What follows belongs to an exercise in optimizing a design on an open flow for small area; a production flow would make more cautious choices. The RTL was checked by simulation tests, not by an equivalence proof against the original design.

// fgtc
module fgtc #(
    parameter [6:0]  P_DEV_ADDR      = 7'h36,
    parameter [7:0]  P_RA_RCOMP0     = 8'h38,
    parameter [7:0]  P_RA_TEMPCO     = 8'h39,
    parameter [7:0]  P_RA_FULLCAPREP = 8'h10,
    parameter [7:0]  P_RA_CYCLES     = 8'h17,
    parameter [7:0]  P_RA_FULLCAPNOM = 8'h23,
    parameter [15:0] P_SETTLE_MS     = 16'd10,
    parameter [15:0] P_POLL_MS       = 16'd1
) (
    input             clk,
    input             rst,           
    input             host_we,
    input      [5:0]  host_addr,
    input      [15:0] host_wdata,
    output     [15:0] host_rdata,
    output            irq,
    output            bus_req,
    output     [2:0]  bus_kind,
    output     [7:0]  bus_byte,
    input             bus_ack,
    input      [7:0]  bus_st,
    input      [7:0]  bus_d,
    output            nv_req,
    output            nv_we,
    output     [15:0] nv_addr,
    output     [15:0] nv_wdata,
    input             nv_ack,
    input      [15:0] nv_rdata,
    input             ms_tick
);
    localparam [15:0] NV_MAGIC = 16'hBEEF;
    localparam [2:0] K_START = 3'd0, K_ADDR = 3'd1, K_TX = 3'd2,
                     K_RXACK = 3'd3, K_RXNACK = 3'd4, K_STOP = 3'd5;
    localparam [2:0] S_IDLE = 3'd0, S_SEQ = 3'd1, S_PH = 3'd2, S_NV = 3'd3, S_WAIT = 3'd4;
    localparam [4:0] P_DEC  = 5'd0,    
                     P_FIN  = 5'd1,    
                     P_VA   = 5'd2,    
                     P_VB   = 5'd3,    
                     P_VC   = 5'd4,    
                     P_VD   = 5'd5,    
                     P_PA   = 5'd6,    
                     P_PB   = 5'd7,    
                     P_IN   = 5'd8,    
                     P_IND  = 5'd9,    
                     P_RN   = 5'd10,   
                     P_RD   = 5'd11,   
                     P_SPIN = 5'd12,   
                     P_SR   = 5'd13,   
                     P_SD   = 5'd14,   
                     P_E1   = 5'd15,   
  ...
Size in the first run: roughly 3200 cells after synthesis, about 690 flip-flops, about 120 I/O pins, roughly 32000 sq um of cells after synthesis.
export LEC_CHECK = 0
export CAP_MARGIN = 20
export CORE_MARGIN = 2
export CORE_UTILIZATION = 40
export CTS_BUF_LIST = sky130_fd_sc_hd__clkbuf_16
export CTS_CLUSTER_DIAMETER = 80
export CTS_CLUSTER_SIZE = 24
export SLEW_MARGIN = 20
export SYNTH_HIERARCHICAL = 1
create_clock -name core_clock -period 10.0 [get_ports {clk}]
run.sh (not shown) runs the stock make flow with config.mk's settings and CLKGATE_MAP_FILE= SYNTH_SCRIPT=/design/flow/synth_recipe.tcl, a recipe that flattens the netlist after the stock synthesis.
Edit:
==> flow/flow/run.sh (new file) <==
#!/bin/bash
# Own layout flow: the standard ORFS flow (standard.sh) with two changes,
# passed to the ORFS scripts through the environment variables they read:
#   - port buffering (global_place.tcl, buffer_ports) uses sky130_fd_sc_hd__buf_1;
#   - clock tree synthesis (cts.tcl) clusters at most 14 sinks within 60 um per
#     sky130_fd_sc_hd__clkbuf_8 leaf buffer and inserts no dummy loads.
# Synthesis, floorplan, power grid, tap cells, placement, timing repair and
# routing are the standard flow's.  make's full output goes to standard.log in
# this folder; ORFS keeps each step's own log under orfs/logs/.
set -euo pipefail
export BUFFER_PORTS_ARGS="-buffer_cell sky130_fd_sc_hd__buf_1"
export CTS_ARGS="-sink_clustering_enable -repair_clock_nets -dont_use_dummy_load -buf_list sky130_fd_sc_hd__clkbuf_8 -sink_clustering_size 14 -sink_clustering_max_diameter 60"
bash standard.sh > standard.log 2>&1
==> flow/standard.sh (new file) <==
#!/bin/bash
# synth_recipe.tcl (not shown) runs the flow's synth.tcl, then flattens the netlist and writes it again
# the make line also repeats each setting of config.mk as NAME=value (left out here)
make -C /OpenROAD-flow-scripts/flow DESIGN_CONFIG=/design/flow/config.mk WORK_HOME=/design/flow/orfs CLKGATE_MAP_FILE= SYNTH_SCRIPT=/design/flow/synth_recipe.tcl "${@:-finish}"
- CTS_BUF_LIST: sky130_fd_sc_hd__clkbuf_16 -> not set
- CTS_CLUSTER_DIAMETER: 80 -> not set
- CTS_CLUSTER_SIZE: 24 -> not set
removed: flow/run.sh
Outcome: The new run produced a layout that fails on negative setup slack. Global-route usage climbs by 0.43 points. Cell count decreases by 0.62%. Routed wire length climbs by 0.89%.

-- what the ideal ports hide --
The results above use ideal ports. As a check the final layouts listed here were re-extracted and re-timed, cells and wires unchanged. Step 1: set_driving_cell puts a clkbuf_16 on clk and a buf_2 on each other input, an assumption about the parent block. Step 2, shift: input delay + t, output delay - t, t = (earliest + latest rising clock arrival at the registers) / 2. This alone moves slack from input paths to output paths. a / b / c = ideal ports / drivers / drivers and shift; a / b = the first two.
| run | t, ns | setup slack, ns | pins driven straight from the clock port |
|---|---|---|---|
| the first run | 0.676 | 0.202 / 0.131 / 0.131 | 1 |
| the second run | 0.744 | -0.038 / -0.104 / 0.184 | 1 |
The setup slack of the first run, which loses most, moves by -0.071 ns with the drivers and by -0.071 ns with both steps.
